This design comes from an exercise in tuning for small area, a short achievable clock period and few clock cycles on the open sky130 flow, not from production work.
Only simulation tests tie the RTL to the original design; equivalence was not proved.
Power figures rest on the tool's default switching activity, not on a simulated workload.

**design.v**
```verilog
module stbrt_encoder (
    input  wire        clk,
    input  wire        rst,
    input  wire        in_valid,
    output reg         in_ready,
    input  wire [15:0] in_word,
    output reg         out_valid,
    input  wire        out_ready,
    output wire [15:0] out_dur,
    output reg         done,
    output wire [2:0]  code,
    output reg  [6:0]  count
);
    localparam MSG_CAP    = 12;
    localparam RUNBUF_CAP = 64;
    reg  [7:0] pay [0:MSG_CAP-1];
    reg  [3:0] widx;       
    reg        pbad;       
    reg        pcomp;      
    reg  [5:0] phalf;      
    reg        c_v;        
    reg  [3:0] c_pairs;    
    reg        c_mp7;      
    reg        aact;       
    reg  [3:0] an;         
    reg  [3:0] aidx;       
    reg  [10:1] rm;        
    reg  [3:0]  q;         
    reg        out_last;   
    reg  [7:0] dur13;      
    reg        code_bad;
    reg        code_long;
    assign out_dur = {4'd0, dur13, 4'd0};    
    assign code    = {1'b0, code_bad, code_long};
    function [3:0] rise_pairs;
        input [7:0] p;
        reg   [7:0] r;
        begin
            r = p & ~{p[6:0], 1'b0};
            rise_pairs = {r[7] | r[6], r[5] | r[4], r[3] | r[2], r[1] | r[0]};
        end
    endfunction
    function [10:1] frame_bounds;
        input [7:0] p;
        input       m;
        reg  [10:0] f;
        integer i;
        begin
            f = {1'b1, m, p, 1'b0};
            for (i = 1; i < 11; i = i + 1)
                frame_bounds[i] = f[i] ^ f[i-1];
        end
    endfunction
    function slot_free;
        input [3:0] w;
        input       act;
        input [3:0] idx;
        input [3:0] n;
        begin
            slot_free = !act || (w < idx) || (w >= n);
        end
    endfunction
    wire take    = in_valid && in_ready;
    wire is_term = (in_word == 16'hFFFF);
    wire at_cap  = (widx == MSG_CAP);
    wire w_bad   = (|in_word[15:9]) || (in_word[8] != (widx == 4'd0));
    wire adv     = take && !is_term && !at_cap;
    wire ends    = take && (is_term || at_cap);
    wire [3:0] widx_inc = widx + 4'd1;
    wire [5:0] c_half   = {5'd0, c_pairs[0]} + {5'd0, c_pairs[1]}
                        + {5'd0, c_pairs[2]} + {5'd0, c_pairs[3]}
                        + {5'd0, !c_mp7};
    wire p_long = (phalf > RUNBUF_CAP / 2);
    wire p_good = !pbad && !p_long;
    reg  [3:0] nb;
    reg  [10:1] h;
    integer j;
    always @(*) begin
        nb = 4'd11;
        for (j = 10; j >= 1; j = j - 1)
            if (rm[j]) nb = j;
        for (j = 1; j <= 10; j = j + 1)
            h[j] = (nb == j);
    end
    wire [3:0] run_len = nb - q;
    reg  [7:0] len13;
    always @(*) begin
        case (run_len)
            4'd1:    len13 = 8'd13;
            4'd2:    len13 = 8'd26;
            4'd3:    len13 = 8'd39;
            4'd4:    len13 = 8'd52;
            4'd5:    len13 = 8'd65;
            4'd6:    len13 = 8'd78;
            4'd7:    len13 = 8'd91;
            4'd8:    len13 = 8'd104;
            4'd9:    len13 = 8'd117;
            default: len13 = 8'd130;
        endcase
    end
    wire frm_end = (nb == 4'd11);
    wire lastp   = (aidx == an);
    wire msg_end = frm_end && lastp;
    wire hs       = out_valid && out_ready;
    wire can_load = !out_valid || (out_ready && !out_last);
    wire step     = aact && can_load;
    wire xfer     = !aact && pcomp && p_good;
    wire refuse   = !aact && pcomp && !p_good && !out_valid;
    wire prst     = xfer || refuse;
    wire rdy_word = !is_term && !at_cap && slot_free(widx_inc, aact, aidx, an);
    wire rdy_nx   = prst || (!pcomp && (take ? rdy_word : slot_free(widx, aact, aidx, an)));
    wire [7:0]  ld_pay = pay[aidx];
    wire [10:1] ld_rm  = frame_bounds(ld_pay, aidx == 4'd0);
    wire        ld     = xfer || (step && frm_end && !lastp);
    wire [6:0] count_b   = done ? 7'd0 : count;
    wire [6:0] count_inc = count_b + 7'd1;
    integer k;
    always @(posedge clk) begin
        for (k = 0; k < MSG_CAP; k = k + 1)
            if (in_ready && widx == k)
                pay[k] <= in_word[7:0];
        c_pairs <= rise_pairs(in_word[7:0]);
        c_mp7   <= in_word[7] && (widx == 4'd0);
    end
    always @(posedge clk) begin
        if (rst) begin
            in_ready  <= 1'b1;
            widx      <= 4'd0;
            pbad      <= 1'b0;
            phalf     <= 6'd0;
            pcomp     <= 1'b0;
            c_v       <= 1'b0;
            aact      <= 1'b0;
            aidx      <= 4'd0;
            out_valid <= 1'b0;
            out_last  <= 1'b0;
            done      <= 1'b0;
            count     <= 7'd0;
        end else begin
            c_v <= adv;
            if (c_v)
                phalf <= phalf + c_half;
            if (ends) begin
                pcomp <= 1'b1;
                if (!is_term || widx == 4'd0) pbad <= 1'b1;
            end
            if (adv) begin
                widx <= widx_inc;
                if (w_bad) pbad <= 1'b1;
            end
            if (prst) begin
                widx   <= 4'd0;
                pbad   <= 1'b0;
                phalf  <= 6'd0;
                pcomp  <= 1'b0;
            end
            in_ready <= rdy_nx;
            done  <= 1'b0;
            count <= hs ? count_inc : count_b;
            if (hs) begin
                out_valid <= 1'b0;
                out_last  <= 1'b0;
                if (out_last) begin
                    done      <= 1'b1;
                    code_bad  <= 1'b0;
                    code_long <= 1'b0;
                end
            end
            if (xfer) begin
                aact <= 1'b1;
                an   <= widx;
                aidx <= 4'd1;
            end
            if (refuse) begin
                done      <= 1'b1;
                code_bad  <= 1'b1;
                code_long <= !pbad;
            end
            if (step) begin
                out_valid <= 1'b1;
                out_last  <= msg_end;
                dur13     <= len13;
                if (msg_end) begin
                    aact <= 1'b0;
                    aidx <= 4'd0;
                end else if (frm_end) begin
                    aidx <= aidx + 4'd1;
                end
            end
        end
    end
    wire s_take_ld = xfer || (aact && frm_end && !lastp);
    always @(posedge clk) begin
        if (xfer || step) begin
            rm <= s_take_ld ? ld_rm : (rm & ~h);
            q  <= s_take_ld ? 4'd0 : nb;
        end
    end
endmodule
module stbrt_decoder (
    input  wire        clk,
    input  wire        rst,
    input  wire        in_valid,
    output wire        in_ready,
    input  wire [15:0] in_dur,
    input  wire        in_last,
    output reg         pay_valid,
    output wire [8:0]  pay,
    output reg         done,
    output wire [3:0]  count,
    output wire        corrupt,
    output wire        ovf
);
    localparam MSG_CAP    = 12;
    localparam FRAME_BITS = 11;
    assign in_ready = 1'b1;
    reg [3:0] b_in;
    always @(*) begin
        if      (in_dur >= 16'd2184) b_in = 4'd11;
        else if (in_dur >= 16'd1976) b_in = 4'd10;
        else if (in_dur >= 16'd1768) b_in = 4'd9;
        else if (in_dur >= 16'd1560) b_in = 4'd8;
        else if (in_dur >= 16'd1352) b_in = 4'd7;
        else if (in_dur >= 16'd1144) b_in = 4'd6;
        else if (in_dur >= 16'd936)  b_in = 4'd5;
        else if (in_dur >= 16'd728)  b_in = 4'd4;
        else if (in_dur >= 16'd520)  b_in = 4'd3;
        else if (in_dur >= 16'd312)  b_in = 4'd2;
        else if (in_dur >= 16'd104)  b_in = 4'd1;
        else                         b_in = 4'd0;
    end
    reg       s_v;
    reg       s_last;
    reg [3:0] s_b;
    always @(posedge clk) begin
        if (rst) s_v <= 1'b0;
        else     s_v <= in_valid;
        s_last <= in_last;
        s_b    <= b_in;
    end
    reg  [3:0] pos;         
    reg        lvl;         
    reg  [9:0] frame;       
    reg  [3:0] nsaved;      
    reg        bad;         
    reg        over;        
    wire [9:0] frame_fin;
    genvar gi;
    generate
        for (gi = 0; gi < 10; gi = gi + 1) begin : g_fin
            assign frame_fin[gi] = (pos <= gi) ? lvl : frame[gi];
        end
    endgenerate
    wire [4:0] sum       = {1'b0, pos} + {1'b0, s_b};
    wire       full      = (sum >= FRAME_BITS);
    wire       group_end = full || s_last;
    wire [3:0] nsaved_b = done ? 4'd0 : nsaved;
    wire       bad_b    = done ? 1'b0 : bad;
    wire       over_b   = done ? 1'b0 : over;
    wire       fin_good = !frame_fin[0] && lvl;
    wire       keep     = (nsaved_b != MSG_CAP);
    assign pay     = frame[9:1];
    assign count   = nsaved;
    assign corrupt = bad;
    assign ovf     = over;
    always @(posedge clk) begin
        if (rst) begin
            pos       <= 4'd0;
            lvl       <= 1'b0;
            nsaved    <= 4'd0;
            bad       <= 1'b0;
            over      <= 1'b0;
            pay_valid <= 1'b0;
            done      <= 1'b0;
        end else begin
            pay_valid <= 1'b0;
            done      <= 1'b0;
            nsaved    <= nsaved_b;
            bad       <= bad_b;
            over      <= over_b;
            if (s_v) begin
                if (group_end) begin
                    pos   <= 4'd0;
                    lvl   <= 1'b0;
                    if (keep) begin
                        pay_valid <= 1'b1;
                        nsaved    <= nsaved_b + 4'd1;
                        bad       <= bad_b | !fin_good;
                    end else begin
                        over      <= 1'b1;
                        bad       <= 1'b1;
                    end
                    done <= s_last;
                end else begin
                    pos   <= sum[3:0];
                    lvl   <= ~lvl;
                end
            end
        end
    end
    always @(posedge clk)
        if (s_v) frame <= frame_fin;
endmodule
module stbrt_msgcodec (
    input  wire        clk,
    input  wire        rst,
    input  wire        enc_in_valid,
    output wire        enc_in_ready,
    input  wire [15:0] enc_in_word,
    output wire        enc_out_valid,
    input  wire        enc_out_ready,
    output wire [15:0] enc_out_dur,
    output wire        enc_done,
    output wire [2:0]  enc_code,
    output wire [6:0]  enc_count,
    input  wire        dec_in_valid,
    output wire        dec_in_ready,
    input  wire [15:0] dec_in_dur,
    input  wire        dec_in_last,
    output wire        dec_pay_valid,
    output wire [8:0]  dec_pay,
    output wire        dec_done,
    output wire [3:0]  dec_count,
    output wire        dec_corrupt,
    output wire        dec_ovf
);
    stbrt_encoder u_enc (
        .clk       (clk),
        .rst       (rst),
        .in_valid  (enc_in_valid),
        .in_ready  (enc_in_ready),
        .in_word   (enc_in_word),
        .out_valid (enc_out_valid),
        .out_ready (enc_out_ready),
        .out_dur   (enc_out_dur),
        .done      (enc_done),
        .code      (enc_code),
        .count     (enc_count)
    );
    stbrt_decoder u_dec (
        .clk       (clk),
        .rst       (rst),
        .in_valid  (dec_in_valid),
        .in_ready  (dec_in_ready),
        .in_dur    (dec_in_dur),
        .in_last   (dec_in_last),
        .pay_valid (dec_pay_valid),
        .pay       (dec_pay),
        .done      (dec_done),
        .count     (dec_count),
        .corrupt   (dec_corrupt),
        .ovf       (dec_ovf)
    );
endmodule
```
**flow/run.sh**
```bash
#!/bin/bash
# Layout flow: the standard synthesis unchanged, then the standard ORFS
# layout with these knobs: port buffers of a plain buffer cell; timing repair
# that aims for setup slack well beyond the clock period's need; and a clock
# tree of clkbuf_8 without dummy loads.
set -euo pipefail
MARGIN=${MARGIN:-8.5}
bash standard.sh synth > synth.log 2>&1
bash standard.sh \
  "SETUP_SLACK_MARGIN=$MARGIN" \
  "BUFFER_PORTS_ARGS=-buffer_cell sky130_fd_sc_hd__buf_2" \
  "CTS_ARGS=-sink_clustering_enable -repair_clock_nets -dont_use_dummy_load -buf_list sky130_fd_sc_hd__clkbuf_8" \
  finish > layout.log 2>&1
```
**standard.sh**
```bash
#!/bin/bash
# synth_recipe.tcl (not shown) runs the flow's synth.tcl, then flattens the netlist and writes it again
# the make line also repeats each setting of config.mk as NAME=value (left out here)
make -C /OpenROAD-flow-scripts/flow DESIGN_CONFIG=/design/flow/config.mk WORK_HOME=/design/flow/orfs CLKGATE_MAP_FILE= SYNTH_SCRIPT=/design/flow/synth_recipe.tcl "${@:-finish}"
```
**config.mk**
```make
export PLATFORM = sky130hd
export DESIGN_NAME = stbrt_msgcodec
export DESIGN_NICKNAME = stbrt_msgcodec
export VERILOG_FILES = /design/flow/design.v
export SDC_FILE = /design/flow/constraint.sdc
export NUM_CORES = 4
export LEC_CHECK = 0
export CAP_MARGIN = 20
export CORE_MARGIN = 2
export CORE_UTILIZATION = 70
export SLEW_MARGIN = 20
```
**constraint.sdc**
```tcl
create_clock -name core_clock -period 12.0 [get_ports {clk}]
set_input_delay 2.4000 -clock core_clock [delete_from_list [all_inputs] [get_ports {clk}]]
set_output_delay 2.4000 -clock core_clock [all_outputs]
set_load 0.01 [all_outputs]
```
==> impl_results.md, run 1 <==
- Status: complete, no violations
- Most frequent cell after synthesis: edfxtp_1
- Routed WL: 18.5 mm
- DR pass1 iterations: 5
- Post-synthesis async set-or-reset flop share: 0
- Pwr Total: 1110 uW
- Critical Path End Type: flip-flop
- Hpwl dp: 12.7 mm
- Die ar.: 0.0138 sq mm
- Met2 Use GR: 0.474
- Max frequency: 263 MHz
- Total Nets Final: 934
- IO Port Bufs: 74
- RSZ-0062 raised after global routing: yes
- Reg clk slew, reported paths: 0.08 ns
- Placed insts: 1002
- CTS Root Cell: clkbuf_8
- Clk sink count: 187
- Drc violations: 0
- Crit path max fanout: 6
- Critical path arrival: 4.12 ns
- CP Buf/Inv Count: 1
- Chip height: 117 microns
- Post-CTS setup buffers: 0
- First DRT Iteration DRCs: 682
- Post-Layout Cell Count: 1019
- Clock Tree Buf Depth: 2
- Crit-path slowest cell: or4_4
- Startpoint Class: primary input
- Max transition margin: 0.317
- Post-synth top cells: edfxtp_1 (134), nor2_1 (67), a21oi_1 (54)
- Final Wtd Congestion: 0.923
- Worst hold slack: 0.469 ns
- Worst Hold Class: reg -> reg
- Initial core utilization: 0.717
- Final hold vios: 0
- Max rail drop VDD: 0.114 mV
- Pwr dens: 115 mW/mm^2
- Final Slew Violations: 0
- GR Overflow Total: 0
- Via count: 6338
- Count of cell types in the netlist: 66
- Share of layout cells above drive strength 1: 0.148
- Via density: 6.22
- Main synth FF type: edfxtp_1
- First-pass GRT wire length: 30.5 mm
- Worst Max-Slew Pin Slew: 1.02 ns
- Post-route clock skew: 0.0262 ns
- Delay-heaviest family, CP: simple AND/OR/NAND/NOR gates
- Clk latency of the worst-skew pair: 0.46 ns
- H-tree levels: 4
- Busiest grt layer: met2
- Crit Path Category: in -> reg
- Number of I/O pins: 85
- Pre-CTS setup slack: 7.70 ns
- Max-Cap Viols: 0
- Synth-to-Final Area Change: 7.55%
- Final setup vio count: 0
- Initial antenna violation count: 0
- M3 GR Usage: 0.0557
- Seq/Total Area, Yosys: 0.564
- CP peak stage delay: 0.54 ns
- Post-synth EDFFs: 134
- Critical Path, Cell by Cell: buf_2 -> or4_4 -> or3_4 -> a221oi_2 -> a211oi_1 -> or4_1
- Synthesized instance count: 796
- Final Cycle Share: 0.317
- Synth warn: 3
- Crit path time final: 3.81 ns
- Hold-fix buffers, CTS: 0
- Met1 Use GR: 0.360
- Number of synthesized register bits: 187
- CTS tree: built
- Die W: 117 microns
- Row cnt: 41
- Total track usage: 0.279
- Total CTS buffers: 17
- Setup ws final: 8.19 ns
- Synthesized area: 0.00901 sq mm
- Total negative slack: 0 ns
- WL/cell: 18.2 microns
- Vias in the first global route: 6173
- Share of the synthesized area in the top cell type: 0.447
- Maximum number of pins on one net before global-route repair: 36
- Core area: 0.0126 sq mm
- Syn Area/Cell: 11.3 sq um
- Leak: 0.00362 uW
- Post-DRT Antenna Nets: 0
- Dominant cell type by area after synthesis: edfxtp_1
- Required time worst endpoint: 12.31 ns
- Ranking of synthesized cells by area: edfxtp_1 (45%), dfxtp_1 (12%), ha_1 (5.8%)
- # diodes: 0
[registers in the layout (all words and copies together), names as in the netlist, 6 cells and up]
name,count
u_enc.pay,96
u_dec.frame,10
u_enc.rm,10
u_enc.dur13,8
u_enc.count,7
u_enc.phalf,6
[what timing repair did]
action | in CTS | in global routing
setup endpoints to repair | 6 | 32
gates resized for setup | 5 | 9
gates cloned | 0 | 0
pin swaps | 4 | 1
[layer usage]
metal,up-vias,share of wire
met4,0,0.015
li1,3014,-
met5,-,0
met3,30,0.064
met2,266,0.51
met1,3028,0.41
[where the power goes]
group,switching (uW),internal (uW)
Combinational,54.5,37.0
Sequential,9.01,706
Clock,181,125
Total,245,868
[worst paths after layout]
check,to,slack [ns],startpoint,cells past startpoint
setup reg to reg,u_enc.dur13[7],8.75,u_enc.rm[6],9
hold / removal,u_dec.over,0.47,u_dec.over,2
hold reg to reg,u_dec.over,0.47,u_dec.over,2
setup / recovery,u_dec.s_b[0],8.19,dec_in_dur[5],6
[area by class of cell]
cell class / instances / area [sq um]
flip-flops and latches: 187 / 5090
multi-input cells: 536 / 3630
fillers: 820 / 2880
repair buffers: 81 / 425
clock buffers: 17 / 234
well taps: 172 / 215
inverters: 26 / 97.6
[layout by cell type (no fill, tap or decap), types with 16 or more instances in the layout]
cell / instances
nor2_1: 66
inv_1: 23
dfxtp_1: 50
clkbuf_8: 17
buf_2: 73
edfxtp_1: 134
a21oi_1: 54
nand2_1: 51
xor2_1: 16
o21ai_0: 35
nand3_1: 27
ha_1: 42
[cells by family (layout without fill, tap and decap cells)]
logic type | Yosys count | in the layout | synth area share
simple gates | 233 | 233 | 0.126
compound gates | 198 | 198 | 0.146
flops | 187 | 187 | 0.564
buf+inv | 81 | 124 | 0.0442
fa+ha+maj | 47 | 47 | 0.0694
xor+xnor | 33 | 33 | 0.0321
mux | 15 | 15 | 0.0172
other cells | 2 | 10 | 0.000834
[per-stage QoR]
| stage | area (sq um) | util |
|---|---|---|
| 2_1_floorplan | 9060 | - |
| 5_1_grt | 9690 | 0.771 |
| 3_5_place_dp | 9400 | 0.748 |
| 4_1_cts | 9640 | 0.767 |
| 3_3_place_gp | 9400 | 0.748 |
| 6_report | 9690 | 0.771 |
[worst reg2reg max path: stages (launching register included)]
cell	delay [ns]
edfxtp_1	0.49
o31ai_1	0.67
a21o_1	0.26
inv_1	0.10
ha_1	0.31
a21o_1	0.18
a21oi_1	0.23
xnor2_2	0.27
and2_0	0.36
a21oi_1	0.12
Testbench counts, summed over its fixed seeds: cycles 14,100.
==> run 2, diff against run 1 <==
--- a/config.mk
+++ b/config.mk
@@ -7,5 +7,5 @@
 export LEC_CHECK = 0
 export CAP_MARGIN = 20
 export CORE_MARGIN = 2
-export CORE_UTILIZATION = 70
+export CORE_UTILIZATION = 80
 export SLEW_MARGIN = 20
==> run 2 against run 1 <==
  * Still clean
  * Register-to-register slack worse by 0.08 ns
  * Clock skew is 0.0088 ns higher
  * Global-route usage is 8.0 points higher
  * Setup slack better by 0.013 ns
  * Clock power is 3% higher
  * Non-clock buffer count is 1 lower
  * First-iteration DRC count is 42% higher
  * Count of clock-buffer cells in the layout stayed put
  * Combinational power is 4.9% higher
  * Cell count is 3.2% lower
  * Critical endpoint unchanged
==> impl_results.md, run 2 <==
- Share of the synthesized area in the top cell type: 0.447
- Final setup vio count: 0
- # diodes: 0
- Total Nets Final: 933
- Crit path max fanout: 9
- Worst Hold Class: reg -> reg
- Die W: 110 microns
- Final hold vios: 0
- Int Power: 869 uW
- GR Overflow Total: 0
- WL/cell: 20.9 microns
- CP peak stage delay: 0.53 ns
- Logic pwr share: 0.085
- Post-synth EDFFs: 134
- Initial core utilization: 0.824
- Core area: 0.0109 sq mm
- Biggest regs: u_enc.pay (96), u_dec.frame (10), u_enc.rm (10)
- Most frequent cells in the layout: edfxtp_1 (134), buf_2 (73), nor2_1 (65)
- Critical Path End Type: flip-flop
- Final Instance Area: 0.00963 sq mm
- Seq/Total Area, Yosys: 0.564
- Max rail drop VDD: 0.130 mV
- Max transition margin: 0.266
- First-pass GRT wire length: 32.2 mm
- Hold-fix buffers, CTS: 0
- Share of layout cells above drive strength 1: 0.145
- Ranking of synthesized cells by area: edfxtp_1 (45%), dfxtp_1 (12%), ha_1 (5.8%)
- RSZ-0062 raised after global routing: yes
- Placed instance area: 0.00934 sq mm
- Post-synthesis async set-or-reset flop share: 0
- Most frequent cell after synthesis: edfxtp_1
- Total track usage: 0.359
- Total negative slack: 0 ns
- Syn Area/Cell: 11.3 sq um
- Reg clk slew, reported paths: 0.08 ns
- Clk sink count: 187
- Vias in the first global route: 6553
- Crit-path slowest cell: or4_4
- Commonest non-fill, non-tap cell in the layout: edfxtp_1
- Psw: 257 uW
- Hpwl dp: 14.0 mm
- Number of I/O pins: 85
- Via density: 6.86
- Synth warn: 3
- Status: complete, no violations
- Fillcell total: 510
- Count of cell types in the netlist: 66
- CTS tree: built
- Crit Path Category: in -> reg
- Reg power frac: 0.636
- Max frequency: 264 MHz
- Worst Max-Slew Pin Slew: 1.10 ns
- Biggest register: u_enc.pay
- IO Port Bufs: 74
- Synth-to-Final Area Change: 6.87%
- Total CTS buffers: 17
- Worst hold slack: 0.467 ns
- Row cnt: 38
- Required time worst endpoint: 12.34 ns
- Post-DRT Antenna Nets: 0
- Chip height: 110 microns
- Initial antenna violation count: 0
- Synthesized area: 0.00901 sq mm
- Via count: 6762
- Pwr dens: 117 mW/mm^2
- Synthesized instance count: 796
- Dominant cell type by area after synthesis: edfxtp_1
- CTS Root Cell: clkbuf_8
- Max-Cap Viols: 0
- Switching Share: 0.229
- Critical path arrival: 4.14 ns
- Critical Path, Cell by Cell: buf_4 -> or4_4 -> or3_4 -> a221oi_2 -> a211oi_1 -> or4_1
- Routed WL: 20.6 mm
- Number of synthesized register bits: 187
- DR pass1 iterations: 8
- First DRT Iteration DRCs: 967
- Final Cycle Share: 0.316
- Crit path time final: 3.79 ns
- Post-synth top cells: edfxtp_1 (134), nor2_1 (67), a21oi_1 (54)
- Startpoint Class: primary input
- Die ar.: 0.0121 sq mm
- Clk network pwr share: 0.279
- H-tree levels: 4
- Setup ws final: 8.21 ns
- Maximum number of pins on one net before global-route repair: 36
- Final Wtd Congestion: 0.894
- Clk latency of the worst-skew pair: 0.49 ns
- Pwr Total: 1130 uW
- Final Slew Violations: 0
- Main synth FF type: edfxtp_1
- Pre-CTS setup slack: 7.68 ns
- Max reg flops: 96
- Drc violations: 0
- Clock Tree Buf Depth: 2
- Leak: 0.00360 uW
- Post-route clock skew: 0.0350 ns
[run 2: cell count changes in the layout (fill, tap and decap cells not counted), sizes merged]
cell,delta
buf,-1
[run 2: worst max-delay path, delay by kind of cell]
kind	cells	cell delay (ns)
AOI/OAI and AO/OA	2	0.30
buffers and inverters	1	0.14
and+or+nand+nor	3	1.29
[run 2: what timing repair did]
| item | CTS | global route |
|---|---|---|
| pin swaps | 2 | 2 |
| setup endpoints to repair | 11 | 31 |
| setup buffers | 0 | 0 |
| gates resized for setup | 6 | 7 |
[run 2: through the flow]
stage | util | cells
global route | 0.881 | 986
floorplan | - | 804
global placement | 0.854 | 969
finish | 0.881 | 986
detailed placement | 0.854 | 969
CTS | 0.878 | 986
[run 2: worst paths after layout]
path | start | to | slack [ns] | cells past startpoint
setup / recovery | dec_in_dur[8] | u_dec.s_b[0] | 8.21 | 6
hold / removal | u_dec.over | u_dec.over | 0.47 | 2
setup reg to reg | u_enc.rm[9] | u_enc.dur13[3] | 8.67 | 10
hold reg to reg | u_dec.over | u_dec.over | 0.47 | 2
[run 2: kinds of logic (layout without fill, tap and decap cells)]
group	after synthesis	after routing	share of synthesized area
AND/OR/NAND/NOR	233	233	0.126
AO/OA/AOI/OAI	198	198	0.146
flip-flops	187	187	0.564
buffers and inverters	81	123	0.0442
adder cells (fa/ha/maj)	47	47	0.0694
XOR/XNOR	33	33	0.0321
multiplexers	15	15	0.0172
other	2	10	0.000834
[run 2: power groups by stage]
stage / clock (uW) / sequential (uW) / combinational, uW
3_5_place_dp: 0 / 730 / 93.1
3_3_place_gp: 0 / 728 / 85.4
6_report: 314 / 716 / 96.0
4_1_cts: 314 / 716 / 94.3
2_1_floorplan: 0 / 727 / 63.6
5_1_grt: 335 / 717 / 105
[run 2: cell type report]
cell class	count	area [sq um]	area share
clock buffer	17	234	0.0243
tap	140	175	0.0182
inverter	26	97.6	0.0101
timing repair buffer	80	418	0.0434
sequential	187	5090	0.528
multi-input combinational	536	3620	0.376
[run 2: routing by layer]
layer | GRT usage | share of wire | up-vias
li1 | - | - | 3021
met1 | 0.430 | 0.36 | 3222
met2 | 0.621 | 0.51 | 446
met3 | 0.0817 | 0.099 | 73
met4 | 0.160 | 0.031 | 0
met5 | 0 | 0 | -
==> run 3, diff against run 2 <==
--- a/design.v
+++ b/design.v
@@ -214,30 +214,34 @@
     localparam MSG_CAP    = 12;
     localparam FRAME_BITS = 11;
     assign in_ready = 1'b1;
-    reg [3:0] b_in;
+    wire [8:0] x_in = in_dur[11:3];
+    reg  [3:0] b_lo;
     always @(*) begin
-        if      (in_dur >= 16'd2184) b_in = 4'd11;
-        else if (in_dur >= 16'd1976) b_in = 4'd10;
-        else if (in_dur >= 16'd1768) b_in = 4'd9;
-        else if (in_dur >= 16'd1560) b_in = 4'd8;
-        else if (in_dur >= 16'd1352) b_in = 4'd7;
-        else if (in_dur >= 16'd1144) b_in = 4'd6;
-        else if (in_dur >= 16'd936)  b_in = 4'd5;
-        else if (in_dur >= 16'd728)  b_in = 4'd4;
-        else if (in_dur >= 16'd520)  b_in = 4'd3;
-        else if (in_dur >= 16'd312)  b_in = 4'd2;
-        else if (in_dur >= 16'd104)  b_in = 4'd1;
-        else                         b_in = 4'd0;
+        if      (x_in >= 9'd273)  b_lo = 4'd11;
+        else if (x_in >= 9'd247)  b_lo = 4'd10;
+        else if (x_in >= 9'd221)  b_lo = 4'd9;
+        else if (x_in >= 9'd195)  b_lo = 4'd8;
+        else if (x_in >= 9'd169)  b_lo = 4'd7;
+        else if (x_in >= 9'd143)  b_lo = 4'd6;
+        else if (x_in >= 9'd117)  b_lo = 4'd5;
+        else if (x_in >= 9'd91)   b_lo = 4'd4;
+        else if (x_in >= 9'd65)   b_lo = 4'd3;
+        else if (x_in >= 9'd39)   b_lo = 4'd2;
+        else if (x_in >= 9'd13)   b_lo = 4'd1;
+        else                      b_lo = 4'd0;
     end
     reg       s_v;
     reg       s_last;
-    reg [3:0] s_b;
+    reg       s_hi;         
+    reg [3:0] s_blo;        
     always @(posedge clk) begin
         if (rst) s_v <= 1'b0;
         else     s_v <= in_valid;
         s_last <= in_last;
-        s_b    <= b_in;
+        s_hi   <= |in_dur[15:12];
+        s_blo  <= b_lo;
     end
+    wire [3:0] s_b = s_hi ? 4'd11 : s_blo;
     reg  [3:0] pos;         
     reg        lvl;         
     reg  [9:0] frame;       
==> run 3 against run 2 <==
  * Still clean
  * Sequential power is 0.6% higher
  * Synthesized cell count is 0.38% higher
  * Largest power group unchanged
  * First-iteration DRC count is 24% lower
==> impl_results.md, run 3 <==
- Commonest non-fill, non-tap cell in the layout: edfxtp_1
- Crit-path slowest cell: dfxtp_2
- Post-synth top cells: edfxtp_1 (134), nor2_1 (63), dfxtp_1 (54)
- Delay-heaviest family, CP: flip-flops
- Crit Path Category: reg -> out
- Critical Path End Type: primary output
- # diodes: 0
- Max reg flops: 96
- Post-CTS setup buffers: 0
- CP peak stage delay: 0.43 ns
- Via density: 6.51
- Biggest register: u_enc.pay
- Vias in the first global route: 6376
- Initial core utilization: 0.813
- Total Nets Final: 933
- WL/cell: 19.4 microns
- Logic pwr share: 0.085
- CTS tree: built
- Levels on crit path: 1
- First DRT Iteration DRCs: 737
- Reg power frac: 0.640
- Biggest regs: u_enc.pay (96), u_dec.frame (10), u_enc.rm (10)
- Crit path max fanout: 8
- GR Overflow Total: 0
- Critical R2R Capture: u_enc.dur13[5]
- Min-delay src: u_dec.bad
- Routed WL: 19.2 mm
- Fillcell total: 578
- Post-synth EDFFs: 134
- Crit path time final: 3.43 ns
- Total CTS buffers: 17
- Critical path arrival: 1.03 ns
- WHS Path Cells: 2
- Number of I/O pins: 85
- Util after Layout: 0.864
- WHS Endpoint: u_dec.bad
- Count of cell types in the netlist: 77
- Worst Max-Slew Pin Slew: 0.966 ns
- R2R depth: 10
- Max transition margin: 0.356
- Clk latency of the worst-skew pair: 0.48 ns
- Drc violations: 0
- Row cnt: 39
- Final Wtd Congestion: 0.875
- Required time worst endpoint: 9.60 ns
- Post-DRT Antenna Nets: 0
- Switching Share: 0.223
- Via count: 6437
- Reg clk slew, reported paths: 0.07 ns
- Pwr Total: 1130 uW
- Post-route clock skew: 0.0434 ns
- Final Cycle Share: 0.286
- Chip height: 111 microns
- Die W: 111 microns
- Synthesized instance count: 799
- Status: complete, no violations
- Number of synthesized register bits: 188
- Share of layout cells above drive strength 1: 0.157
- Final Slew Violations: 0
- Worst Hold Class: reg -> reg
- Synthesized area: 0.00921 sq mm
- Max frequency: 292 MHz
- Share of the synthesized area in the top cell type: 0.437
- Main synth FF type: edfxtp_1
- Core area: 0.0113 sq mm
- Psw: 251 uW
- Maximum number of pins on one net before global-route repair: 35
- Initial antenna violation count: 0
- IO Port Bufs: 71
- Most frequent cell after synthesis: edfxtp_1
- Most frequent cells in the layout: edfxtp_1 (134), buf_2 (71), nor2_1 (62)
- Reg2reg start: u_enc.rm[10]
- Startpoint Class: flip-flop
- RSZ-0062 raised after global routing: no
- Max rail drop VDD: 0.122 mV
- Final hold vios: 0
- Ranking of synthesized cells by area: edfxtp_1 (44%), dfxtp_1 (12%), ha_1 (5.7%)
- Reg-to-reg slack, setup: 8.73 ns
- Critical Path, Cell by Cell: buf_2
- Final setup vio count: 0
- Syn Area/Cell: 11.5 sq um
- Leak: 0.00370 uW
- DR pass1 iterations: 8
- CTS Root Cell: clkbuf_8
- Dominant cell type by area after synthesis: edfxtp_1
- Total track usage: 0.319
- Seq/Total Area, Yosys: 0.554
- Int Power: 875 uW
- Pwr dens: 115 mW/mm^2
- Clk network pwr share: 0.275
- Die ar.: 0.0124 sq mm
- Hpwl dp: 13.3 mm
- H-tree levels: 4
- Clk sink count: 188
- Synth warn: 3
- Max-Cap Viols: 0
- Total negative slack: 0 ns
- Synth-to-Final Area Change: 6.25%
- CP Buf/Inv Count: 1
- First-pass GRT wire length: 31.2 mm
- Post-synthesis async set-or-reset flop share: 0
- Clock Tree Buf Depth: 2
[run 3: repair_timing]
item / in CTS / in global routing
gates resized for setup: 5 / 4
pin swaps: 0 / 1
setup endpoints to repair: 6 / 12
cloned: 0 / 0
hold buffers: 0 / 0
[run 3: layout make-up]
cell class	instances	area (sq um)	area share
clock buffer	17	234	0.0239
inverter	35	131	0.0134
multi-input combinational	528	3720	0.380
sequential	188	5110	0.522
tap	143	179	0.0183
timing repair buffer	78	408	0.0417
[run 3: logic make-up after synthesis]
family,synth area share
simple gates,0.131
flops,0.554
compound gates,0.139
buf+inv,0.0497
fa+ha+maj,0.0679
xor+xnor,0.0323
mux,0.0245
other cells,0.000816
[run 3: power groups by stage]
stage,sequential [uW],combinational [uW],clock (uW)
final,720,95.4,310
after global routing,721,106,335
after CTS,720,94.7,311
after detailed placement,734,94.2,0
after global placement,733,87.8,0
after floorplan,731,68.2,0
[run 3: per-stage QoR]
| stage | setup WS [ns] | std cells | hold WS, ns | area [sq um] |
|---|---|---|---|---|
| floorplan | 8.41 | 807 | 0.432 | 9260 |
| global placement | 8.12 | 972 | 0.457 | 9510 |
| detailed placement | 8.01 | 972 | 0.486 | 9510 |
| CTS | 8.55 | 989 | 0.493 | 9750 |
| global route | 8.52 | 989 | 0.506 | 9780 |
| finish | 8.57 | 989 | 0.490 | 9780 |
[run 3: how the worst max path moves through the flow]
stage / startpoint / endpoint / slack, ns
finish: u_enc.in_ready / enc_in_ready / 8.57
global route: u_enc.in_ready / enc_in_ready / 8.52
CTS: u_enc.rm[10] / u_enc.dur13[5] / 8.55
detailed placement: enc_in_word[1] / u_enc.widx[2] / 8.01
global placement: enc_in_word[1] / u_enc.widx[2] / 8.12
floorplan: dec_in_dur[6] / u_dec.s_blo[1] / 8.41
[run 3: metal layers]
layer	up-vias	GRT usage	share of wire
li1	2999	-	-
met1	3082	0.412	0.39
met2	317	0.539	0.52
met3	39	0.0667	0.074
met4	0	0.119	0.021
met5	-	0	0
Testbench counts of run 3, summed over its fixed seeds: cycles 14,100.
==> run 4, diff against run 3 <==
--- a/config.mk
+++ b/config.mk
@@ -7,5 +7,5 @@
 export LEC_CHECK = 0
 export CAP_MARGIN = 20
 export CORE_MARGIN = 2
-export CORE_UTILIZATION = 80
+export CORE_UTILIZATION = 75
 export SLEW_MARGIN = 20
==> run 4 against run 3 <==
  * Synthesized cell count is the same
  * Synthesized area is the same
  * First-iteration DRC count down 18%
  * Wire length decreased by 4.4%
  * Critical path depth stayed put
  * Clock power barely moved
  * Sequential share of layout area increased by 0.074 points
  * Still clean
  * Hold slack worse by 0.021 ns
==> impl_results.md, run 4 <==
- Highest metal used: met4
- Number of I/O pins: 85
- # resized after CTS: 4
- Final Slew Violations: 0
- Syn Area/Cell: 11.5 sq um
- Hold-fix buffers, CTS: 0
- Pwr Total: 1130 uW
- Final Cycle Share: 0.286
- Post-synth top cells: edfxtp_1 (134), nor2_1 (63), dfxtp_1 (54)
- Status: complete, no violations
- Wire length on met2: 9.12 mm
- Crit path time final: 3.44 ns
- Worst Hold Class: reg -> reg
- Hpwl dp: 12.4 mm
- Chip height: 115 microns
- Max frequency: 291 MHz
- Initial antenna violation count: 0
- Clk sink count: 188
- Synth-to-Final Area Change: 6.10%
- CP peak stage delay: 0.43 ns
- Multi-input gate area in the final layout: 0.00371 sq mm
- Drc violations: 0
- Startpoint Class: flip-flop
- Reg power frac: 0.638
- Total CTS buffers: 17
- Post-CTS setup buffers: 0
- IO Port Bufs: 71
- Share of the synthesized area in the top cell type: 0.437
- First-pass GRT wire length: 29.0 mm
- Via density: 6.37
- Via count: 6317
- Final hold vios: 0
- Post-Layout Cell Count: 992
- CP Buf/Inv Count: 1
- Crit Path Category: reg -> out
- Required time worst endpoint: 9.60 ns
- Clock Tree Buf Depth: 2
- Main synth FF type: edfxtp_1
- Max-Cap Viols: 0
- Pwr dens: 115 mW/mm^2
- Ranking of synthesized cells by area: edfxtp_1 (44%), dfxtp_1 (12%), ha_1 (5.7%)
- Most frequent cells in the layout: edfxtp_1 (134), buf_2 (71), nor2_1 (62)
- Post-synthesis async set-or-reset flop share: 0
- Worst Max-Slew Pin Slew: 0.966 ns
- Initial core utilization: 0.767
- Final Instance Area: 0.00977 sq mm
- Post-synth EDFFs: 134
- H-tree levels: 4
- Clk latency of the worst-skew pair: 0.46 ns
- Vias in the first global route: 6019
- Delay-heaviest family, CP: flip-flops
- Final setup vio count: 0
- CTS tree: built
- Biggest regs: u_enc.pay (96), u_dec.frame (10), u_enc.rm (10)
- Synth warn: 3
- GR Overflow Total: 0
- Max reg flops: 96
- Fillcell total: 734
- Crit-path slowest cell: dfxtp_2
- DR pass1 iterations: 5
- Die ar.: 0.0132 sq mm
- Synthesized instance count: 799
- Placed instance area: 0.00951 sq mm
- Total track usage: 0.288
- Int Power: 874 uW
- Leak: 0.00367 uW
- Core area: 0.0120 sq mm
- Switching Share: 0.224
- Setup crit start: u_enc.in_ready
- Met1 Wirelength: 7.64 mm
- Commonest non-fill, non-tap cell in the layout: edfxtp_1
- Max transition margin: 0.353
- Biggest register: u_enc.pay
- Critical Path, Cell by Cell: buf_2
- Crit path max fanout: 8
- Most frequent cell after synthesis: edfxtp_1
- Share of layout cells above drive strength 1: 0.156
- First DRT Iteration DRCs: 606
- Max rail drop VDD: 0.119 mV
- Routed WL: 18.4 mm
- Post-route clock skew: 0.0371 ns
- Total Nets Final: 932
- # diodes: 0
- Psw: 253 uW
- Reg clk slew, reported paths: 0.08 ns
- Placed insts: 975
- Logic pwr share: 0.084
- Final Wtd Congestion: 0.892
- Row cnt: 40
- Total negative slack: 0 ns
- Post-DRT Antenna Nets: 0
- Critical Path End Type: primary output
- Dominant cell type by area after synthesis: edfxtp_1
- Reg2reg start: u_enc.rm[10]
- Reg area: 0.00511 sq mm
- Clk network pwr share: 0.277
- WL/cell: 18.5 microns
- Count of cell types in the netlist: 77
- Number of synthesized register bits: 188
- Die W: 115 microns
- Maximum number of pins on one net before global-route repair: 35
- Seq/Total Area, Yosys: 0.554
- Synthesized area: 0.00921 sq mm
- Critical path arrival: 1.04 ns
- Met3 wire length: 1.24 mm
- Util after Layout: 0.813
- Min-delay src: u_dec.bad
- RSZ-0062 raised after global routing: yes
- CTS Root Cell: clkbuf_8
## run 4: kinds of logic (layout without fill, tap and decap cells)
kind of cell / Yosys count / count (layout) / share of synthesized area
flip-flops: 188 / 188 / 0.554
multiplexers: 20 / 20 / 0.0245
AND/OR/NAND/NOR: 235 / 235 / 0.131
AO/OA/AOI/OAI: 182 / 182 / 0.139
buffers and inverters: 91 / 129 / 0.0497
adder cells (fa/ha/maj): 47 / 47 / 0.0679
XOR/XNOR: 34 / 34 / 0.0323
other: 2 / 10 / 0.000816
## run 4: area by class of cell
cell class                      instances  area share
Timing Repair Buffer                   77      0.0410
Inverter                               35      0.0134
Sequential cell                       188       0.523
Multi-Input combinational cell        528       0.380
Clock buffer                           17      0.0239
Tap cell                              147      0.0188
## run 4: path summary, 6_finish.rpt
check	cells past startpoint	slack [ns]	to
min reg2reg	2	0.47	u_dec.bad
min	2	0.47	u_dec.bad
max reg2reg	10	8.88	u_enc.dur13[5]
max	1	8.56	enc_in_ready
## run 4: power by group through the flow
| stage | Combinational (uW) | Clock (uW) | Sequential (uW) |
|---|---|---|---|
| after global routing | 105 | 336 | 721 |
| final | 94.8 | 313 | 720 |
| after CTS | 94.4 | 314 | 719 |
| after global placement | 88.2 | 0 | 733 |
| after floorplan | 68.2 | 0 | 731 |
| after detailed placement | 93.6 | 0 | 734 |
## run 4: metal layers
metal	up-vias	GRT usage
li1	2999	-
met1	3038	0.379
met2	246	0.477
met5	-	0
met3	34	0.0585
met4	0	0.119
## run 4: through the flow
| step | hold WS, ns | setup WS [ns] |
|---|---|---|
| 2_1_floorplan | 0.432 | 8.41 |
| 3_3_place_gp | 0.457 | 8.14 |
| 3_5_place_dp | 0.460 | 8.06 |
| 4_1_cts | 0.473 | 8.50 |
| 5_1_grt | 0.501 | 8.44 |
| 6_report | 0.470 | 8.56 |
==> run 5, diff against run 4 <==
--- a/design.v
+++ b/design.v
@@ -18,7 +18,6 @@
     reg        pbad;       
     reg        pcomp;      
     reg  [5:0] phalf;      
-    reg        c_v;        
     reg  [3:0] c_pairs;    
     reg        c_mp7;      
     reg        aact;       
@@ -30,6 +29,7 @@
     reg  [7:0] dur13;      
     reg        code_bad;
     reg        code_long;
+    reg        cclr;       
     assign out_dur = {4'd0, dur13, 4'd0};    
     assign code    = {1'b0, code_bad, code_long};
     function [3:0] rise_pairs;
@@ -111,35 +111,34 @@
     wire rdy_nx   = prst || (!pcomp && (take ? rdy_word : slot_free(widx, aact, aidx, an)));
     wire [7:0]  ld_pay = pay[aidx];
     wire [10:1] ld_rm  = frame_bounds(ld_pay, aidx == 4'd0);
-    wire        ld     = xfer || (step && frm_end && !lastp);
-    wire [6:0] count_b   = done ? 7'd0 : count;
+    wire [6:0] count_b   = cclr ? 7'd0 : count;
     wire [6:0] count_inc = count_b + 7'd1;
     integer k;
     always @(posedge clk) begin
         for (k = 0; k < MSG_CAP; k = k + 1)
             if (in_ready && widx == k)
                 pay[k] <= in_word[7:0];
-        c_pairs <= rise_pairs(in_word[7:0]);
-        c_mp7   <= in_word[7] && (widx == 4'd0);
+        count   <= hs ? count_inc : count_b;
     end
     always @(posedge clk) begin
         if (rst) begin
             in_ready  <= 1'b1;
             widx      <= 4'd0;
             pbad      <= 1'b0;
-            phalf     <= 6'd0;
             pcomp     <= 1'b0;
-            c_v       <= 1'b0;
+            phalf     <= 6'd0;
+            c_pairs   <= 4'd0;
+            c_mp7     <= 1'b1;
+            cclr      <= 1'b1;
             aact      <= 1'b0;
             aidx      <= 4'd0;
             out_valid <= 1'b0;
             out_last  <= 1'b0;
             done      <= 1'b0;
-            count     <= 7'd0;
         end else begin
-            c_v <= adv;
-            if (c_v)
-                phalf <= phalf + c_half;
+            phalf   <= prst ? 6'd0 : phalf + c_half;
+            c_pairs <= adv ? rise_pairs(in_word[7:0]) : 4'd0;
+            c_mp7   <= adv ? (in_word[7] && (widx == 4'd0)) : 1'b1;
             if (ends) begin
                 pcomp <= 1'b1;
                 if (!is_term || widx == 4'd0) pbad <= 1'b1;
@@ -151,12 +150,11 @@
             if (prst) begin
                 widx   <= 4'd0;
                 pbad   <= 1'b0;
-                phalf  <= 6'd0;
                 pcomp  <= 1'b0;
             end
             in_ready <= rdy_nx;
             done  <= 1'b0;
-            count <= hs ? count_inc : count_b;
+            cclr  <= (hs && out_last) || refuse;
             if (hs) begin
                 out_valid <= 1'b0;
                 out_last  <= 1'b0;
--- a/flow/run.sh
+++ b/flow/run.sh
@@ -4,7 +4,7 @@
 # that aims for setup slack well beyond the clock period's need; and a clock
 # tree of clkbuf_8 without dummy loads.
 set -euo pipefail
-MARGIN=${MARGIN:-8.5}
+MARGIN=${MARGIN:-8.65}
 bash standard.sh synth > synth.log 2>&1
 bash standard.sh \
   "SETUP_SLACK_MARGIN=$MARGIN" \
==> run 5 against run 4 <==
  * Still clean on timing, DRC and antenna
  * Sequential power hardly changed
  * Synthesized cell count shrank 1.3%
  * Clock power rose by 2%
  * Critical path type is now in -> reg
  * Critical endpoint is now u_dec.s_blo[0]
  * Register-to-register slack worse by 0.06 ns
  * Maximum frequency fell by 0.49%
  * Hold slack better by 0.033 ns
==> impl_results.md, run 5 <==
- Most frequent cells in the layout: edfxtp_1 (134), nor2_1 (68), buf_2 (53)
- RSZ-0062 raised after global routing: yes
- Hold-fix buffers, CTS: 0
- Routed WL: 19.8 mm
- Seq/Total Area, Yosys: 0.564
- Placed instance area: 0.00943 sq mm
- CTS tree: built
- Final setup vio count: 0
- Commonest non-fill, non-tap cell in the layout: edfxtp_1
- Via count: 6461
- WHS Path Cells: 1
- Critical R2R Capture: u_enc.dur13[7]
- Required time worst endpoint: 12.34 ns
- WL/cell: 19.7 microns
- Worst hold slack: 0.503 ns
- Synth warn: 3
- WHS Endpoint: u_dec.nsaved[3]
- First DRT Iteration DRCs: 816
- Biggest register: u_enc.pay
- Post-synth EDFFs: 134
- R2R depth: 10
- Min-delay src: u_dec.done
- Startpoint Class: primary input
- Initial core utilization: 0.760
- Max transition margin: 0.324
- Count of cell types in the netlist: 72
- Final Cycle Share: 0.288
- Die W: 114 microns
- Final Wtd Congestion: 0.894
- Crit path max fanout: 7
- Max rail drop VDD: 0.128 mV
- Synthesized area: 0.00905 sq mm
- Chip height: 114 microns
- Reg clk slew, reported paths: 0.08 ns
- Die ar.: 0.0130 sq mm
- Total Nets Final: 943
- Multi-input gate area in the final layout: 0.00366 sq mm
- Final Slew Violations: 0
- Reg area: 0.00513 sq mm
- Fillcell total: 654
- Final Instance Area: 0.00998 sq mm
- Ranking of synthesized cells by area: edfxtp_1 (44%), dfxtp_1 (12%), ha_1 (5.8%)
- Number of synthesized register bits: 188
- Main synth FF type: edfxtp_1
- Clock Tree Buf Depth: 2
- Number of I/O pins: 85
- Total track usage: 0.301
- Leak: 0.00376 uW
- Max reg flops: 96
- Via density: 6.44
- Total CTS buffers: 17
- Synth-to-Final Area Change: 10.3%
- Hpwl dp: 12.9 mm
- First-pass GRT wire length: 29.8 mm
- Core area: 0.0119 sq mm
- Post-synth top cells: edfxtp_1 (134), nor2_1 (69), dfxtp_1 (54)
- Pwr dens: 113 mW/mm^2
- Worst Max-Slew Pin Slew: 1.01 ns
- Max-Cap Viols: 0
- Share of the synthesized area in the top cell type: 0.445
- Final hold vios: 0
- Reg-to-reg slack, setup: 8.82 ns
- Post-route clock skew: 0.0285 ns
- Maximum number of pins on one net before global-route repair: 32
- H-tree levels: 4
- Max frequency: 289 MHz
- Reg2reg start: u_enc.rm[5]
- Vias in the first global route: 6138
- Share of layout cells above drive strength 1: 0.187
- Critical Path End Type: flip-flop
- Crit Path Category: in -> reg
- IO Port Bufs: 71
- CTS Root Cell: clkbuf_8
- Status: complete, no violations
- Post-DRT Antenna Nets: 0
- Syn Area/Cell: 11.5 sq um
- Biggest regs: u_enc.pay (96), u_dec.frame (10), u_enc.rm (10)
- Critical path arrival: 3.79 ns
- Drc violations: 0
- DR pass1 iterations: 6
- GR Overflow Total: 0
- Clk sink count: 188
- Most frequent cell after synthesis: edfxtp_1
- Dominant cell type by area after synthesis: edfxtp_1
- Initial antenna violation count: 1
- Worst Hold Class: reg -> reg
- Clk latency of the worst-skew pair: 0.47 ns
- Total negative slack: 0 ns
- Row cnt: 40
- Synthesized instance count: 789
- Crit path time final: 3.45 ns
- Pwr Total: 1130 uW
- Post-synthesis async set-or-reset flop share: 0
[run 5: cell types whose count changed after synthesis, sizes merged, moves of 5 or more]
cell    change
buf        -10
nor2b       -5
a311oi      +5
mux2        -5
nor3        -5
xor2        -5
a21o        -6
xnor2       +5
clkbuf      +6
[run 5: logic make-up after synthesis]
logic type                 share of synthesized area
xor gates and xnor gates                      0.0329
and+or+nand+nor                                0.127
buffers and inverters                         0.0451
DFF                                            0.564
muxes                                         0.0181
other                                       0.000830
adders and majority gates                     0.0691
AOI/OAI and AO/OA                              0.143
[run 5: worst max-delay path by stage]
stage / from / endpoint / slack [ns] / cells past startpoint
6_report: dec_in_dur[5] / u_dec.s_blo[0] / 8.55 / 5
5_1_grt: dec_in_dur[5] / u_dec.s_blo[0] / 8.45 / 5
4_1_cts: u_enc.in_ready / enc_in_ready / 8.58 / 1
3_5_place_dp: enc_out_ready / u_enc.aidx[2] / 8.05 / 7
3_3_place_gp: dec_in_dur[4] / u_dec.s_blo[0] / 8.08 / 5
2_1_floorplan: dec_in_dur[6] / u_dec.s_blo[0] / 8.26 / 5
[run 5: final cells by class]
cell class              instances  share of cell area
well taps                     147              0.0184
flip-flops and latches        188               0.515
inverters                      34              0.0128
clock buffers                  17              0.0234
multi-input cells             523               0.367
diodes                          1            0.000251
repair buffers                 94              0.0638
[run 5: critical path, stage by stage]
cell and delay [ns]:
buf_2 0.14, or4_4 0.49, a2111o_1 0.41, a221oi_2 0.25, o21ai_1 0.10
[run 5: report_power, final]
group          switching (uW)  internal [uW]  leakage [uW]
registers                9.87            709       0.00165
logic                    54.9           38.6       0.00199
clock network             193            125      0.000122
total                     258            873       0.00376
[run 5: per-layer routing]
metal | up-vias | track usage | wire [microns]
met1 | 3098 | 0.371 | 7610
met2 | 307 | 0.504 | 10200
met3 | 53 | 0.0659 | 1410
li1 | 3003 | - | -
met4 | 0 | 0.151 | 574
met5 | - | 0 | 0
[run 5: timing repair]
item	4_1_cts	5_1_grt
cloned	0	0
resized for setup	31	32
pin swaps	4	5
endpoints found under the setup margin	35	54
buffers inserted	6	10
[run 5: per-stage QoR]
stage	util	setup WS [ns]	instances
after global placement	0.792	8.08	970
after floorplan	-	8.26	797
after detailed placement	0.792	8.05	970
after CTS	0.822	8.58	993
after global routing	0.838	8.45	1003
final	0.838	8.55	1004
Testbench counts of run 5, summed over its fixed seeds: cycles 14,100.
==> run 6, diff against run 5 <==
--- a/flow/run.sh
+++ b/flow/run.sh
@@ -4,7 +4,7 @@
 # that aims for setup slack well beyond the clock period's need; and a clock
 # tree of clkbuf_8 without dummy loads.
 set -euo pipefail
-MARGIN=${MARGIN:-8.65}
+MARGIN=${MARGIN:-8.5}
 bash standard.sh synth > synth.log 2>&1
 bash standard.sh \
   "SETUP_SLACK_MARGIN=$MARGIN" \
==> run 6 against run 5 <==
  * Critical path type unchanged
  * Sequential power barely moved
  * Synthesized area unchanged
  * Wire length fell by 5.3%
  * Global-route usage shrank 0.28 points
  * Highest routed layer unchanged
  * Via count down 2.2%
  * Non-clock buffer count down 15
  * Hold slack worse by 0.023 ns
  * Sequential share of layout area increased by 1.2 points
==> impl_results.md, run 6 <==
- Synthesized instance count: 789
- Required time worst endpoint: 12.32 ns
- Util after Layout: 0.814
- Clk latency of the worst-skew pair: 0.46 ns
- Share of layout cells above drive strength 1: 0.152
- Seq/Total Area, Yosys: 0.564
- CTS tree: built
- Clk sink count: 188
- Mux cell area share after synthesis: 0.0181
- CP peak stage delay: 0.54 ns
- Crit-path slowest cell: or4_4
- Pwr dens: 115 mW/mm^2
- Dominant cell type by area after synthesis: edfxtp_1
- RSZ-0062 raised after global routing: yes
- Worst Max-Slew Pin Slew: 1.07 ns
- Final Cycle Share: 0.295
- Max reg flops: 96
- Largest family of logic cells by synthesized area: compound AO/OA/AOI/OAI gates
- Critical Path, Cell by Cell: buf_2 -> or4_4 -> a2111o_1 -> a221oi_2 -> o21ai_1
- GR Overflow Total: 0
- R2R depth: 10
- Main synth FF type: edfxtp_1
- Max transition margin: 0.287
- Reg2reg start: u_enc.rm[5]
- Synthesized area: 0.00905 sq mm
- Post-DRT Antenna Nets: 0
- Synth Area in Adders: 0.0691
- Critical path arrival: 3.86 ns
- Reg-to-reg slack, setup: 8.76 ns
- Simple-gate area share of the yosys netlist: 0.127
- Max-Cap Viols: 0
- Max rail drop VDD: 0.106 mV
- Critical R2R Capture: u_enc.dur13[7]
- Via density: 6.40
- Post-synth top cells: edfxtp_1 (134), nor2_1 (69), dfxtp_1 (54)
- Ranking of synthesized cells by area: edfxtp_1 (44%), dfxtp_1 (12%), ha_1 (5.8%)
- Final setup vio count: 0
- Total Nets Final: 928
- H-tree levels: 4
- Placed instance area: 0.00941 sq mm
- Worst Hold Class: reg -> reg
- Share of the synthesized area in the top cell type: 0.445
- Status: complete, no violations
- Leak: 0.00363 uW
- Chip height: 114 microns
- Synth-to-Final Area Change: 7.15%
- WHS Endpoint: u_dec.bad
- Number of synthesized register bits: 188
- WL/cell: 19.0 microns
- Most frequent cell after synthesis: edfxtp_1
- Met1 Use GR: 0.369
- First-pass GRT wire length: 29.8 mm
- Critical Path End Type: flip-flop
- Total CTS buffers: 17
- IO Port Bufs: 71
- Vias in the first global route: 6158
- Commonest non-fill, non-tap cell in the layout: edfxtp_1
- Reg clk slew, reported paths: 0.08 ns
- Initial antenna violation count: 0
- Busiest grt layer: met2
- Syn Area/Cell: 11.5 sq um
- Total track usage: 0.298
- Biggest regs: u_enc.pay (96), u_dec.frame (10), u_enc.rm (10)
- DR pass1 iterations: 10
- Drc violations: 0
- Met2 Use GR: 0.502
- Synth Area in Compound Gates: 0.143
- Number of I/O pins: 85
- Count of cell types in the netlist: 72
- Synth warn: 3
- Crit path max fanout: 7
- Post-synthesis async set-or-reset flop share: 0
- Via count: 6322
- WHS Path Cells: 2
- Hold-fix buffers, CTS: 0
- Routed WL: 18.8 mm
- CTS Root Cell: clkbuf_8
- Die W: 114 microns
- First DRT Iteration DRCs: 693
- Core area: 0.0119 sq mm
- Die ar.: 0.0130 sq mm
- Crit path time final: 3.54 ns
- M3 GR Usage: 0.0643
- Post-synth EDFFs: 134
- Crit Path Category: in -> reg
- Clock Tree Buf Depth: 2
- Synth Area in XOR/XNOR: 0.0329
- Startpoint Class: primary input
- Total negative slack: 0 ns
- Biggest register: u_enc.pay
- Final hold vios: 0
- Initial core utilization: 0.760
- Most frequent cells in the layout: edfxtp_1 (134), buf_2 (71), nor2_1 (68)
- Maximum number of pins on one net before global-route repair: 32
- Post-route clock skew: 0.0244 ns
- Row cnt: 40
- Max frequency: 283 MHz
- Min-delay src: u_dec.bad
- Final Instance Area: 0.00970 sq mm
- Hpwl dp: 12.8 mm
- Final Slew Violations: 0
- # diodes: 0
- Final Wtd Congestion: 0.895
-- run 6: cell counts after synthesis --
Identical to the previous run, type by type.
-- run 6: worst max path at each step --
stage	endpoint	slack (ns)	from	depth (start not counted)
after detailed placement	u_dec.s_blo[0]	8.03	dec_in_dur[4]	5
after global placement	u_dec.s_blo[0]	8.08	dec_in_dur[4]	5
after global routing	u_dec.s_blo[0]	8.45	dec_in_dur[4]	5
after floorplan	u_dec.s_blo[0]	8.26	dec_in_dur[6]	5
final	u_dec.s_blo[0]	8.46	dec_in_dur[4]	5
after CTS	u_dec.s_blo[0]	8.49	dec_in_dur[4]	5
-- run 6: timing repair --
| item | in CTS | in global routing |
|---|---|---|
| pin swaps | 0 | 1 |
| gates resized for setup | 2 | 5 |
| setup endpoints to repair | 3 | 22 |
| setup buffers | 0 | 2 |
-- run 6: critical path: cells and delay by family --
family          cells  cell delay, ns
simple gates        1            0.54
compound gates      3            0.78
buf+inv             1            0.14
-- run 6: metal layers --
| layer | vias up | part of all wire |
|---|---|---|
| met5 | - | 0 |
| met3 | 52 | 0.070 |
| met1 | 2998 | 0.40 |
| li1 | 2978 | - |
| met4 | 0 | 0.027 |
| met2 | 294 | 0.50 |
-- run 6: power breakdown --
part	internal (uW)	switching, uW	total, uW
Clock	125	184	309
Sequential	710	9.68	720
Combinational	34.9	53.1	88.0
-- run 6: cells by family (layout without fill, tap and decap cells) --
group,count (synthesis),count (layout)
buffers and inverters,86,130
AND/OR/NAND/NOR,229,229
other,2,10
XOR/XNOR,34,34
AO/OA/AOI/OAI,187,187
multiplexers,16,16
adder cells (fa/ha/maj),47,47
flip-flops,188,188
-- run 6: stage by stage --
stage	setup slack, ns	hold slack, ns	total power, uW	cells
2_1_floorplan	8.26	0.456	792	797
3_3_place_gp	8.08	0.456	814	969
3_5_place_dp	8.03	0.472	821	969
4_1_cts	8.49	0.486	1120	986
5_1_grt	8.45	0.505	1150	988
6_report	8.46	0.480	1120	988
-- run 6: area by class of cell --
type / count / area [sq um]
tap: 147 / 184
multi-input combinational: 523 / 3630
fill: 725 / 2220
timing repair buffer: 79 / 415
sequential: 188 / 5110
clock buffer: 17 / 234
inverter: 34 / 128
==> run 7, diff against run 6 <==
--- a/design.v
+++ b/design.v
@@ -213,33 +213,56 @@
     localparam FRAME_BITS = 11;
     assign in_ready = 1'b1;
     wire [8:0] x_in = in_dur[11:3];
-    reg  [3:0] b_lo;
+    wire [4:0] u_in = x_in[8:4];
+    wire [3:0] l_in = x_in[3:0];
+    wire       hi   = |in_dur[15:12];
+    reg  [3:0] base_in;
+    reg        f_in;
     always @(*) begin
-        if      (x_in >= 9'd273)  b_lo = 4'd11;
-        else if (x_in >= 9'd247)  b_lo = 4'd10;
-        else if (x_in >= 9'd221)  b_lo = 4'd9;
-        else if (x_in >= 9'd195)  b_lo = 4'd8;
-        else if (x_in >= 9'd169)  b_lo = 4'd7;
-        else if (x_in >= 9'd143)  b_lo = 4'd6;
-        else if (x_in >= 9'd117)  b_lo = 4'd5;
-        else if (x_in >= 9'd91)   b_lo = 4'd4;
-        else if (x_in >= 9'd65)   b_lo = 4'd3;
-        else if (x_in >= 9'd39)   b_lo = 4'd2;
-        else if (x_in >= 9'd13)   b_lo = 4'd1;
-        else                      b_lo = 4'd0;
+        case (u_in)
+            5'd0:         base_in = 4'd0;
+            5'd1, 5'd2:   base_in = 4'd1;
+            5'd3, 5'd4:   base_in = 4'd2;
+            5'd5:         base_in = 4'd3;
+            5'd6, 5'd7:   base_in = 4'd4;
+            5'd8:         base_in = 4'd5;
+            5'd9, 5'd10:  base_in = 4'd6;
+            5'd11, 5'd12: base_in = 4'd7;
+            5'd13:        base_in = 4'd8;
+            5'd14, 5'd15: base_in = 4'd9;
+            5'd16, 5'd17: base_in = 4'd10;
+            default:      base_in = 4'd11;
+        endcase
+        case (u_in)
+            5'd0:    f_in = (l_in >= 4'd13);    
+            5'd2:    f_in = (l_in >= 4'd7);     
+            5'd4:    f_in = (l_in >= 4'd1);     
+            5'd5:    f_in = (l_in >= 4'd11);    
+            5'd7:    f_in = (l_in >= 4'd5);     
+            5'd8:    f_in = (l_in >= 4'd15);    
+            5'd10:   f_in = (l_in >= 4'd9);     
+            5'd12:   f_in = (l_in >= 4'd3);     
+            5'd13:   f_in = (l_in >= 4'd13);    
+            5'd15:   f_in = (l_in >= 4'd7);     
+            5'd17:   f_in = (l_in >= 4'd1);     
+            default: f_in = 1'b0;
+        endcase
+        if (hi) begin
+            base_in = 4'd11;
+            f_in    = 1'b0;
+        end
     end
     reg       s_v;
     reg       s_last;
-    reg       s_hi;         
-    reg [3:0] s_blo;        
+    reg [3:0] s_base;
+    reg       s_f;
     always @(posedge clk) begin
         if (rst) s_v <= 1'b0;
         else     s_v <= in_valid;
         s_last <= in_last;
-        s_hi   <= |in_dur[15:12];
-        s_blo  <= b_lo;
+        s_base <= base_in;
+        s_f    <= f_in;
     end
-    wire [3:0] s_b = s_hi ? 4'd11 : s_blo;
     reg  [3:0] pos;         
     reg        lvl;         
     reg  [9:0] frame;       
@@ -253,7 +276,7 @@
             assign frame_fin[gi] = (pos <= gi) ? lvl : frame[gi];
         end
     endgenerate
-    wire [4:0] sum       = {1'b0, pos} + {1'b0, s_b};
+    wire [4:0] sum       = {1'b0, pos} + {1'b0, s_base} + {4'd0, s_f};
     wire       full      = (sum >= FRAME_BITS);
     wire       group_end = full || s_last;
     wire [3:0] nsaved_b = done ? 4'd0 : nsaved;
--- a/flow/run.sh
+++ b/flow/run.sh
@@ -4,7 +4,7 @@
 # that aims for setup slack well beyond the clock period's need; and a clock
 # tree of clkbuf_8 without dummy loads.
 set -euo pipefail
-MARGIN=${MARGIN:-8.5}
+MARGIN=${MARGIN:-8.6}
 bash standard.sh synth > synth.log 2>&1
 bash standard.sh \
   "SETUP_SLACK_MARGIN=$MARGIN" \
==> run 7 against run 6 <==
  * Clock skew fell by 0.0050 ns
  * Hold slack better by 0.0015 ns
  * Register-to-register slack worse by 0.09 ns
  * Still clean
  * Count of clock-buffer cells in the layout stayed put
  * Highest routed layer unchanged
==> impl_results.md, run 7 <==
- Die ar.: 0.0131 sq mm
- Ranking of synthesized cells by area: edfxtp_1 (44%), dfxtp_1 (12%), ha_1 (6.1%)
- Final Slew Violations: 0
- Post-DRT Antenna Nets: 0
- CP Buf/Inv Count: 1
- Logic pwr share: 0.083
- Clk latency of the worst-skew pair: 0.46 ns
- H-tree levels: 4
- Final hold vios: 0
- Number of I/O pins: 85
- Die W: 115 microns
- Crit path max fanout: 6
- Post-synth top cells: edfxtp_1 (134), nor2_1 (66), dfxtp_1 (54)
- Fillcell total: 680
- Maximum number of pins on one net before global-route repair: 36
- Post-synthesis async set-or-reset flop share: 0
- Row cnt: 40
- Startpoint Class: flip-flop
- CTS Root Cell: clkbuf_8
- Initial antenna violation count: 0
- Vias in the first global route: 6136
- Most frequent cell after synthesis: edfxtp_1
- Final setup vio count: 0
- Required time worst endpoint: 9.60 ns
- Drc violations: 0
- Max frequency: 297 MHz
- Post-Layout Cell Count: 993
- Hpwl dp: 13.0 mm
- DR pass1 iterations: 7
- Reg power frac: 0.641
- Dominant cell type by area after synthesis: edfxtp_1
- WL/cell: 19.2 microns
- Critical Path, Cell by Cell: buf_2
- CP peak stage delay: 0.39 ns
- Max reg flops: 96
- Core area: 0.0120 sq mm
- Biggest register: u_enc.pay
- Chip height: 115 microns
- Main synth FF type: edfxtp_1
- GR Overflow Total: 0
- Initial core utilization: 0.767
- Leak: 0.00370 uW
- Most frequent cells in the layout: edfxtp_1 (134), buf_2 (71), nor2_1 (65)
- Critical path arrival: 0.97 ns
- Crit path time final: 3.37 ns
- Worst Hold Class: reg -> reg
- Clock Tree Buf Depth: 2
- Reg clk slew, reported paths: 0.08 ns
- Critical Path End Type: primary output
- Worst Max-Slew Pin Slew: 0.934 ns
- Synthesized instance count: 792
- First-pass GRT wire length: 29.9 mm
- Hold-fix buffers, CTS: 0
- Share of layout cells above drive strength 1: 0.171
- Clk sink count: 188
- Int Power: 872 uW
- Placed insts: 971
- Total CTS buffers: 17
- Reg area: 0.00512 sq mm
- Pwr dens: 114 mW/mm^2
- Status: complete, no violations
- Number of synthesized register bits: 188
- Routed WL: 19.1 mm
- Via density: 6.50
- Delay-heaviest family, CP: flip-flops
- Count of cell types in the netlist: 76
- Total negative slack: 0 ns
- Commonest non-fill, non-tap cell in the layout: edfxtp_1
- Max transition margin: 0.375
- IO Port Bufs: 71
- Synthesized area: 0.00917 sq mm
- Seq/Total Area, Yosys: 0.557
- Syn Area/Cell: 11.6 sq um
- Crit Path Category: reg -> out
- Share of the synthesized area in the top cell type: 0.439
- Total track usage: 0.297
- Post-synth EDFFs: 134
- Total Nets Final: 937
- Psw: 250 uW
- CTS tree: built
- Via count: 6455
- Multi-input gate area in the final layout: 0.00372 sq mm
- Crit-path slowest cell: dfxtp_4
- Max rail drop VDD: 0.0832 mV
- Final Cycle Share: 0.281
- Post-route clock skew: 0.0194 ns
- # diodes: 0
- Biggest regs: u_enc.pay (96), u_dec.frame (10), u_enc.rm (10)
- Synth-to-Final Area Change: 7.46%
- Synth warn: 3
- RSZ-0062 raised after global routing: yes
- Final Wtd Congestion: 0.859
- First DRT Iteration DRCs: 861
- Max-Cap Viols: 0
- Clk network pwr share: 0.277
- Switching Share: 0.223
## run 7: changes by cell type after synthesis, sizes merged, moves of 5 or more
cell | before | now
nand2 | 47 | 54
inv | 34 | 39
clkbuf | 24 | 19
buf | 28 | 34
nor2b | 17 | 11
nand2b | 22 | 15
a21oi | 45 | 33
a22oi | 10 | 17
a311oi | 8 | 2
## run 7: area by class of cell
type / count / area share
Clock buffer: 17 / 0.0237
Inverter: 40 / 0.0155
Multi-Input combinational cell: 519 / 0.378
Sequential cell: 188 / 0.520
Tap cell: 147 / 0.0187
Timing Repair Buffer: 82 / 0.0444
## run 7: power groups by stage
stage                     combinational [uW]  clock, uW  sequential (uW)
after floorplan                         65.4          0              731
after global placement                  87.1          0              733
after detailed placement                91.5          0              734
after CTS                               92.0        312              719
after global routing                     104        331              720
final                                   92.7        310              719
## run 7: repair_timing
action                                  in CTS  in global routing
setup buffers                                1                  4
pin swaps                                    0                  2
hold endpoints to repair                     0                  0
resized for setup                            9                 10
endpoints found under the setup margin      13                 19
## run 7: metal layers
layer	track usage	part of all wire	vias to the layer above
met2	0.498	0.50	321
met3	0.0461	0.070	31
li1	-	-	2995
met5	0	0	-
met1	0.395	0.41	3108
met4	0.111	0.017	0
## run 7: cell families after synthesis
group	after synthesis	share of synthesized area
XOR/XNOR	35	0.0342
other	2	0.000819
adder cells (fa/ha/maj)	51	0.0745
multiplexers	20	0.0228
AND/OR/NAND/NOR	220	0.119
buffers and inverters	93	0.0523
flip-flops	188	0.557
AO/OA/AOI/OAI	183	0.140
## run 7: worst paths after layout
kind,startpoint,to,slack [ns],depth (start not counted)
hold / removal,u_dec.s_last,u_dec.done,0.48,1
hold reg to reg,u_dec.s_last,u_dec.done,0.48,1
setup / recovery,u_dec.done,dec_done,8.63,1
setup reg to reg,u_enc.rm[9],u_enc.dur13[3],8.67,13
## run 7: worst reg2reg max path: stages, from the launching register on
cell and delay (ns):
edfxtp_1 0.41, or2b_1 0.27, a221oi_4 0.31, nor2_1 0.17, nor2_1 0.18, o21ba_2 0.17, ha_1 0.16, inv_1 0.06
fa_2 0.60, inv_1 0.14, ha_1 0.31, o21ai_0 0.23, nand2_1 0.08, o21ai_0 0.09
## run 7: metrics by stage
stage | worst slack, ns | area [sq um] | util | power [uW] | hold WS, ns
4_1_cts | 8.60 | 9790 | 0.818 | 1120 | 0.485
5_1_grt | 8.56 | 9850 | 0.824 | 1150 | 0.505
6_report | 8.63 | 9850 | 0.824 | 1120 | 0.482
3_5_place_dp | 8.19 | 9530 | 0.796 | 825 | 0.471
3_3_place_gp | 8.25 | 9530 | 0.796 | 820 | 0.435
2_1_floorplan | 8.61 | 9280 | - | 797 | 0.456
Testbench counts of run 7, summed over its fixed seeds: cycles 14,100.

Re-timed with assumed drivers on the ports (clkbuf_16 on the clock, buf_2 on other inputs), run 7 has 8.593 ns of setup slack against 8.631 ns with ideal ports, and 8.209 ns once port delays also move by the mid clock arrival of 0.483 ns.
